Context: an optimization exercise on an open-source flow, tuned for small area, a short achievable clock period and few clock cycles. The choices shown serve that exercise and are no tape-out recipe. The RTL was checked by simulation tests, not by an equivalence proof against the original design. Power is estimated from default activity; no workload was simulated.

## ledgrid_sync
module ledgrid_sync (
    input  wire        clk,
    input  wire        rst,
    input  wire        sel_n,
    input  wire        rx_valid,
    input  wire [7:0]  rx_data,
    output wire        render_req,
    output wire [7:0]  render_bright,
    input  wire [4:0]  pix_addr,
    output wire [23:0] pix_data,
    input  wire        render_done,
    input  wire [31:0] render_dur,
    output wire        busy,
    output reg         status,
    output reg         debug,
    output reg  [31:0] txn_count,
    output reg  [31:0] frame_count,
    output reg  [31:0] malformed_count,
    output reg  [31:0] zpay_count,
    output reg  [31:0] last_render_dur
);
==> module ledgrid_sync_pixdec, before the edit <==
module ledgrid_sync_pixdec (
    input  wire [4:0]  pix_addr,
    input  wire [23:0] blank,
    output wire [23:0] hit
);
    wire [3:0] lo_n;
    wire [5:0] hi_n;
    ledgrid_sync_pixpre u_pre (
        .pix_addr (pix_addr),
        .lo_n     (lo_n),
        .hi_n     (hi_n)
    );
    genvar q;
    generate
        for (q = 0; q < 24; q = q + 1) begin : g_hit
            assign hit[q] = ~(lo_n[q % 4] | hi_n[q / 4] | blank[q]);
        end
    endgenerate
endmodule
==> module ledgrid_sync_pixpre, before the edit <==
module ledgrid_sync_pixpre (
    input  wire [4:0] pix_addr,
    output wire [3:0] lo_n,
    output wire [5:0] hi_n
);
    wire [4:0] pa_n;
    ledgrid_sync_pixinv u_inv (
        .a   (pix_addr),
        .a_n (pa_n)
    );
    genvar k;
    generate
        for (k = 0; k < 4; k = k + 1) begin : g_lo
            assign lo_n[k] = ~((k & 1 ? pix_addr[0] : pa_n[0]) &
                               (k & 2 ? pix_addr[1] : pa_n[1]));
        end
        for (k = 0; k < 6; k = k + 1) begin : g_hi
            assign hi_n[k] = ~((k & 1 ? pix_addr[2] : pa_n[2]) &
                               (k & 2 ? pix_addr[3] : pa_n[3]) &
                               (k & 4 ? pix_addr[4] : pa_n[4]));
        end
    endgenerate
endmodule
==> module ledgrid_sync_pixinv, before the edit <==
module ledgrid_sync_pixinv (
    input  wire [4:0] a,
    output wire [4:0] a_n
);
    assign a_n = ~a;
endmodule
clock: 12.0 ns
lec_check: 0
cap_margin: 20
core_margin: 2
core_utilization: 60
setup_slack_margin: 5
slew_margin: 20
synth_hierarchical: 1
synth_minimum_keep_size: 0
standard.sh (not shown) runs the stock make flow with config.mk's settings and CLKGATE_MAP_FILE= SYNTH_SCRIPT=/design/flow/synth_recipe.tcl, a recipe that flattens the netlist after the stock synthesis.
==> flow/flow/run.sh <==
#!/bin/bash
# Own layout flow: the standard ORFS flow (standard.sh), with two changes to
# how the layout is made:
#  - the port buffers are plain sky130_fd_sc_hd__buf_1 cells (the resizer still
#    upsizes them where timing needs it) instead of the delay-cell buffers
#    buffer_ports picks by default;
#  - clock tree synthesis clusters up to 25 sinks per leaf buffer and inserts no
#    dummy loads.
# make's full output goes to flow_make.log in the work folder; ORFS keeps each
# step's own log under orfs/logs.
set -euo pipefail
bash standard.sh \
  "BUFFER_PORTS_ARGS=-buffer_cell sky130_fd_sc_hd__buf_1" \
  "CTS_ARGS=-sink_clustering_enable -repair_clock_nets -sink_clustering_size 25 -sink_clustering_max_diameter 100 -dont_use_dummy_load" \
  "SETUP_SLACK_MARGIN=6.5" \
  finish > flow_make.log 2>&1
Testbench counts at the start, summed over its fixed seeds: cycles 21,798.
Change:
--- a/flow/design.v
+++ b/flow/design.v
@@ -282,52 +282,14 @@
 endmodule
 module ledgrid_sync_pixdec (
     input  wire [4:0]  pix_addr,
     input  wire [23:0] blank,
-    output wire [23:0] hit
+    output reg  [23:0] hit
 );
-    wire [3:0] lo_n;
-    wire [5:0] hi_n;
-    ledgrid_sync_pixpre u_pre (
-        .pix_addr (pix_addr),
-        .lo_n     (lo_n),
-        .hi_n     (hi_n)
-    );
-    genvar q;
-    generate
-        for (q = 0; q < 24; q = q + 1) begin : g_hit
-            assign hit[q] = ~(lo_n[q % 4] | hi_n[q / 4] | blank[q]);
-        end
-    endgenerate
-endmodule
-module ledgrid_sync_pixpre (
-    input  wire [4:0] pix_addr,
-    output wire [3:0] lo_n,
-    output wire [5:0] hi_n
-);
-    wire [4:0] pa_n;
-    ledgrid_sync_pixinv u_inv (
-        .a   (pix_addr),
-        .a_n (pa_n)
-    );
-    genvar k;
-    generate
-        for (k = 0; k < 4; k = k + 1) begin : g_lo
-            assign lo_n[k] = ~((k & 1 ? pix_addr[0] : pa_n[0]) &
-                               (k & 2 ? pix_addr[1] : pa_n[1]));
-        end
-        for (k = 0; k < 6; k = k + 1) begin : g_hi
-            assign hi_n[k] = ~((k & 1 ? pix_addr[2] : pa_n[2]) &
-                               (k & 2 ? pix_addr[3] : pa_n[3]) &
-                               (k & 4 ? pix_addr[4] : pa_n[4]));
-        end
-    endgenerate
-endmodule
-module ledgrid_sync_pixinv (
-    input  wire [4:0] a,
-    output wire [4:0] a_n
-);
-    assign a_n = ~a;
+    integer q;
+    always @(*)
+        for (q = 0; q < 24; q = q + 1)
+            hit[q] = (pix_addr == q) && !blank[q];
 endmodule
 module ledgrid_sync_pixsel (
     input  wire [23:0]  hit,
     input  wire [575:0] fb_flat,
Power goes down by 0.46%.
Cell count drops by 1.6%.
Setup slack got worse by 0.047 ns.
Non-clock buffer count drops by 65.
Final area falls by 2.6%.
Core utilization went down by 1.8 points.
Area after synthesis stays flat.
Combinational power is lower by 18%.
Testbench counts after the change, summed over its fixed seeds: cycles 21,798.

========
## 04-21
The RTL this note starts from:
==> flow/design.v <==
module ledgrid_sync (
    input  wire        clk,
    input  wire        rst,
    input  wire        sel_n,
    input  wire        rx_valid,
    input  wire [7:0]  rx_data,
    output wire        render_req,
    output wire [7:0]  render_bright,
    input  wire [4:0]  pix_addr,
    output wire [23:0] pix_data,
    input  wire        render_done,
    input  wire [31:0] render_dur,
    output wire        busy,
    output reg         status,
    output reg         debug,
    output reg  [31:0] txn_count,
    output reg  [31:0] frame_count,
    output reg  [31:0] malformed_count,
    output reg  [31:0] zpay_count,
    output reg  [31:0] last_render_dur
);
    localparam MAX_STRIPS = 4;
    localparam MAX_LEDS   = 6;
    localparam NSLOTS     = MAX_STRIPS * MAX_LEDS;
    localparam RX_MAX     = 80;
    localparam [7:0] OP_SET_PIXEL  = 8'h01;
    localparam [7:0] OP_SET_BRIGHT = 8'h02;
    localparam [7:0] OP_RENDER     = 8'h03;
    localparam [7:0] OP_CLEAR      = 8'h04;
    localparam [7:0] OP_SET_RANGE  = 8'h05;
    localparam [7:0] OP_SET_ALL    = 8'h06;
    localparam [7:0] OP_RECONFIG   = 8'h07;
    localparam [7:0] OP_KEEPALIVE  = 8'hFF;
    reg        sel_q;
    reg        armed;         
    reg  [6:0] nb;            
    reg        rend;          
    assign busy       = rend;
    assign render_req = rend;
    wire sel_assert   = sel_q && !sel_n;
    wire sel_deassert = !sel_q && sel_n;
    wire take         = armed && !sel_n && rx_valid && (nb != RX_MAX);
    wire publish      = sel_deassert && armed && (nb != 7'd0);
    wire b0 = (nb == 7'd0);
    wire b1 = (nb == 7'd1);
    wire b2 = (nb == 7'd2);
    wire b3 = (nb == 7'd3);
    wire b4 = (nb == 7'd4);
    reg [2:0]  cfg_strips;    
    reg [2:0]  cfg_len;       
    reg [7:0]  bright;
    reg [23:0] fb  [0:NSLOTS-1];    
    reg [23:0] stg [0:NSLOTS-1];    
    reg [NSLOTS-1:0] blank;         
    reg [NSLOTS-1:0] pend;          
    wire [4:0] total = cfg_strips * cfg_len;
    reg o_pix, o_bri, o_ren, o_clr, o_rng, o_all, o_cfg, o_ka;
    reg        por;           
    reg        ok;            
    reg        oob;           
    reg  [2:0] w_strip;       
    reg  [2:0] w_off;         
    reg  [1:0] w_comp;        
    reg  [4:0] w_left;        
    reg  [2:0] n_strips;      
    reg  [2:0] n_len;
    reg        n_dbg;
    wire [4:0] xi     = rx_data[4:0];
    wire [4:0] xi_q   = xi / cfg_len;
    wire [4:0] xi_r   = xi % cfg_len;
    wire       xi_oob = (rx_data[7:5] != 3'd0) || (xi_q >= {2'd0, cfg_strips});
    wire data_ph = (o_pix && nb >= 7'd3) || (o_rng && nb >= 7'd4) || (o_all && !b0);
    wire in_grid = (w_strip < cfg_strips);
    wire step    = take && data_ph && (w_left != 5'd0);
    wire wr      = step && !oob && in_grid;
    reg  [23:0] pix_sel;
    always @(*) begin
        pix_sel = 24'd0;
        if (pix_addr < NSLOTS && !blank[pix_addr])
            pix_sel = fb[pix_addr];
    end
    assign render_bright = bright;
    assign pix_data      = pix_sel;
    wire malformed = (o_pix || o_bri || o_rng || o_all || o_cfg) && !ok;
    integer p;
    always @(posedge clk) begin
        for (p = 0; p < NSLOTS; p = p + 1) begin
            if (wr && w_strip == p / MAX_LEDS && w_off == p % MAX_LEDS) begin
                if (w_comp == 2'd0) stg[p][23:16] <= rx_data;
                if (w_comp == 2'd1) stg[p][15:8]  <= rx_data;
                if (w_comp == 2'd2) stg[p][7:0]   <= rx_data;
            end
        end
        if (!rst && publish && ok && (o_pix || o_rng || o_all)) begin
            for (p = 0; p < NSLOTS; p = p + 1)
                if (pend[p])
                    fb[p] <= stg[p];
        end
    end
    always @(posedge clk) begin
        if (rst) begin
            sel_q           <= 1'b1;
            armed           <= 1'b0;
            nb              <= 7'd0;
            rend            <= 1'b0;
            cfg_strips      <= MAX_STRIPS;
            cfg_len         <= MAX_LEDS;
            bright          <= 8'hFF;
            status          <= 1'b0;
            debug           <= 1'b0;
            txn_count       <= 32'd0;
            frame_count     <= 32'd0;
            malformed_count <= 32'd0;
            zpay_count      <= 32'd0;
            last_render_dur <= 32'd0;
            blank           <= {NSLOTS{1'b1}};
            pend            <= {NSLOTS{1'b0}};
            o_pix <= 1'b0; o_bri <= 1'b0; o_ren <= 1'b0; o_clr <= 1'b0;
            o_rng <= 1'b0; o_all <= 1'b0; o_cfg <= 1'b0; o_ka  <= 1'b0;
            por      <= 1'b0;
            ok       <= 1'b0;
            oob      <= 1'b0;
            w_strip  <= 3'd0;
            w_off    <= 3'd0;
            w_comp   <= 2'd0;
            w_left   <= 5'd0;
            n_strips <= 3'd0;
            n_len    <= 3'd0;
            n_dbg    <= 1'b0;
        end else begin
            sel_q <= sel_n;
            if (sel_assert) begin
                if (!rend) begin
                    armed <= 1'b1;
                    nb    <= 7'd0;
                end
            end else if (sel_deassert) begin
                armed <= 1'b0;
            end
            if (rend && render_done) begin
                rend            <= 1'b0;
                frame_count     <= frame_count + 32'd1;
                last_render_dur <= render_dur;
            end
            if (take) begin
                nb <= nb + 7'd1;
                if (!b0)
                    por <= por | (rx_data != 8'd0);
                if (b0) begin
                    o_pix <= (rx_data == OP_SET_PIXEL);
                    o_bri <= (rx_data == OP_SET_BRIGHT);
                    o_ren <= (rx_data == OP_RENDER);
                    o_clr <= (rx_data == OP_CLEAR);
                    o_rng <= (rx_data == OP_SET_RANGE);
                    o_all <= (rx_data == OP_SET_ALL);
                    o_cfg <= (rx_data == OP_RECONFIG);
                    o_ka  <= (rx_data == OP_KEEPALIVE);
                    por     <= 1'b0;
                    ok      <= 1'b0;
                    oob     <= 1'b0;
                    w_strip <= 3'd0;
                    w_off   <= 3'd0;
                    w_comp  <= 2'd0;
                    w_left  <= total;
                end
                if (b1) begin
                    if (o_pix || o_rng)
                        oob <= (rx_data != 8'd0);
                    if (o_bri) begin
                        bright <= rx_data;
                        ok     <= 1'b1;
                    end
                    if (o_cfg) begin
                        n_strips <= rx_data[2:0];
                        oob      <= (rx_data == 8'd0) || (rx_data > MAX_STRIPS);
                    end
                end
                if (b2) begin
                    if (o_pix || o_rng) begin
                        oob     <= oob || xi_oob;
                        w_strip <= xi_q[2:0];
                        w_off   <= xi_r[2:0];
                        w_comp  <= 2'd0;
                        w_left  <= 5'd1;
                    end
                    if (o_cfg && rx_data != 8'd0)
                        oob <= 1'b1;
                end
                if (b3) begin
                    if (o_rng) begin
                        w_left <= (rx_data[7:5] != 3'd0) ? 5'd31 : rx_data[4:0];
                        if (rx_data == 8'd0)
                            ok <= 1'b1;
                    end
                    if (o_cfg) begin
                        n_len <= rx_data[2:0];
                        ok    <= !oob && (rx_data != 8'd0) && (rx_data <= MAX_LEDS);
                    end
                end
                if (b4 && o_cfg)
                    n_dbg <= (rx_data != 8'd0);
                if (step) begin
                    if (w_comp == 2'd2) begin
                        w_comp <= 2'd0;
                        w_left <= w_left - 5'd1;
                        if (w_left == 5'd1)
                            ok <= 1'b1;
                        if (in_grid) begin
                            if (w_off == cfg_len - 3'd1) begin
                                w_off   <= 3'd0;
                                w_strip <= w_strip + 3'd1;
                            end else begin
                                w_off   <= w_off + 3'd1;
                            end
                        end
                    end else begin
                        w_comp <= w_comp + 2'd1;
                    end
                end
            end
            if (wr) begin
                for (p = 0; p < NSLOTS; p = p + 1)
                    if (w_strip == p / MAX_LEDS && w_off == p % MAX_LEDS)
                        pend[p] <= 1'b1;
            end
            if (sel_deassert)
                pend <= {NSLOTS{1'b0}};
            if (publish) begin
                txn_count <= txn_count + 32'd1;
                if (nb != 7'd1 && !por)
                    zpay_count <= zpay_count + 32'd1;
                if (malformed)
                    malformed_count <= malformed_count + 32'd1;
                if (o_ka)
                    status <= ~status;
                if (ok && (o_pix || o_rng))
                    blank <= blank & ~pend;
                if (ok && o_all) begin
                    blank <= ~pend;
                    rend  <= 1'b1;
                end
                if (o_ren)
                    rend <= 1'b1;
                if (o_clr) begin
                    blank <= {NSLOTS{1'b1}};
                    rend  <= 1'b1;
                end
                if (ok && o_cfg) begin
                    cfg_strips <= n_strips;
                    cfg_len    <= n_len;
                    if (nb >= 7'd5)
                        debug <= n_dbg;
                    for (p = 0; p < NSLOTS; p = p + 1)
                        if (!((p / MAX_LEDS) < n_strips && (p % MAX_LEDS) < n_len))
                            blank[p] <= 1'b1;
                    rend <= 1'b1;
                end
            end
        end
    end
endmodule
Settings: LEC_CHECK=0, CAP_MARGIN=20, CORE_MARGIN=2, CORE_UTILIZATION=60, CTS_CLUSTER_DIAMETER=100, CTS_CLUSTER_SIZE=20, SETUP_SLACK_MARGIN=5, SLEW_MARGIN=20; clock period 12.0 ns.
run.sh (not shown) runs the stock make flow with config.mk's settings and CLKGATE_MAP_FILE= SYNTH_SCRIPT=/design/flow/synth_recipe.tcl, a recipe that flattens the netlist after the stock synthesis.
Stock flow here: none of the scripts above is used.
Testbench counts of 04-21, summed over its fixed seeds: cycles 21,798.
Setup changes, 04-21 to 06-18
--- a/flow/design.v
+++ b/flow/design.v
@@ -64,21 +64,32 @@
     reg  [4:0] w_left;        
     reg  [2:0] n_strips;      
     reg  [2:0] n_len;
     reg        n_dbg;
-    wire [4:0] xi     = rx_data[4:0];
-    wire [4:0] xi_q   = xi / cfg_len;
-    wire [4:0] xi_r   = xi % cfg_len;
-    wire       xi_oob = (rx_data[7:5] != 3'd0) || (xi_q >= {2'd0, cfg_strips});
+    wire [4:0] len1  = {2'd0, cfg_len};
+    wire [4:0] len2  = {1'b0, cfg_len, 1'b0};
+    wire [4:0] len3  = len1 + len2;
+    wire [4:0] xi    = rx_data[4:0];
+    wire       xi_g1 = (xi >= len1);
+    wire       xi_g2 = (xi >= len2);
+    wire       xi_g3 = (xi >= len3);
+    wire [4:0] xi_s1 = xi - len1;
+    wire [4:0] xi_s2 = xi - len2;
+    wire [4:0] xi_s3 = xi - len3;
+    wire [2:0] xi_strip = xi_g3 ? 3'd3 : xi_g2 ? 3'd2 : xi_g1 ? 3'd1 : 3'd0;
+    wire [2:0] xi_off   = xi_g3 ? xi_s3[2:0] : xi_g2 ? xi_s2[2:0] :
+                          xi_g1 ? xi_s1[2:0] : xi[2:0];
+    wire       xi_oob   = (rx_data[7:5] != 3'd0) || (xi >= total);
     wire data_ph = (o_pix && nb >= 7'd3) || (o_rng && nb >= 7'd4) || (o_all && !b0);
     wire in_grid = (w_strip < cfg_strips);
     wire step    = take && data_ph && (w_left != 5'd0);
     wire wr      = step && !oob && in_grid;
     reg  [23:0] pix_sel;
+    integer q;
     always @(*) begin
         pix_sel = 24'd0;
-        if (pix_addr < NSLOTS && !blank[pix_addr])
-            pix_sel = fb[pix_addr];
+        for (q = 0; q < NSLOTS; q = q + 1)
+            pix_sel = pix_sel | ({24{pix_addr == q && !blank[q]}} & fb[q]);
     end
     assign render_bright = bright;
     assign pix_data      = pix_sel;
     wire malformed = (o_pix || o_bri || o_rng || o_all || o_cfg) && !ok;
@@ -177,10 +188,10 @@
                 end
                 if (b2) begin
                     if (o_pix || o_rng) begin
                         oob     <= oob || xi_oob;
-                        w_strip <= xi_q[2:0];
-                        w_off   <= xi_r[2:0];
+                        w_strip <= xi_strip;
+                        w_off   <= xi_off;
                         w_comp  <= 2'd0;
                         w_left  <= 5'd1;
                     end
                     if (o_cfg && rx_data != 8'd0)
Results
[diff] die footprint, 06-18 relative to 04-21: improvement
Re logic gate share of total power: 06-18 is 2.5 points down on 04-21.
On 06-18: number of combinational gates with multiple inputs is about 5% lower than what 04-21 gave.
For post-synthesis simple-gate area fraction, 04-21 and 06-18 come out practically identical.
Re post-layout worst setup margin: 06-18 and 04-21 aren't equal, and the higher value belongs to 06-18.
Changes observed in 06-18 relative to 04-21: overall via count from detail_route decreased by 3.1% relative to the old numbers; cell count of the worst reg-to-reg path decreased by 23 relative to the old numbers.
In the metrics for 06-18 and 04-21, the one carrying the lower complex-gate fraction of the synthesized area is 06-18.
06-18 -> 04-21: y dimension of the die flat
Ratio of final minimum period to clock period (higher): 04-21
When 06-18 is measured against 04-21, its worst vdd rail ir drop turns out 0.0026 mV lower.
Delta (06-18 minus 04-21): clock latency at the later pin of the worst-skew pair flat; met3 routed wirelength decreased by 7.5% relative to the old numbers; sequential portion of the cell area rose by 1.0 points.
Testbench counts of 06-18, summed over its fixed seeds: cycles 21,798.

## port drivers added, routing unchanged
In the flow no input, the clock included, has a driving cell. The finished layouts below were timed again as built, in two steps. Step 1: set_driving_cell puts a clkbuf_16 on clk and a buf_2 on each other input, an assumption about the parent block. Step 2, shift: input delay + t, output delay - t, t = (earliest + latest rising clock arrival at the registers) / 2. This alone moves slack from input paths to output paths. Slacks: ideal / step 1 / step 2; pairs: ideal / step 1.
run | shift t [ns] | setup WS [ns] | pins driven straight from the clock port
the first run of note 1 | 0.700 | 5.478 / 5.319 / 5.319 | 1
the second run of note 1 | 0.682 | 5.431 / 5.322 / 5.322 | 1
04-21 | 0.734 | 4.894 / 4.778 / 4.220 | 1
06-18 | 0.728 | 4.957 / 4.923 / 4.923 | 1
After both steps every run listed still meets setup and hold. The setup slack of 04-21, which loses most, moves by -0.116 ns with the drivers and by -0.674 ns with both steps.
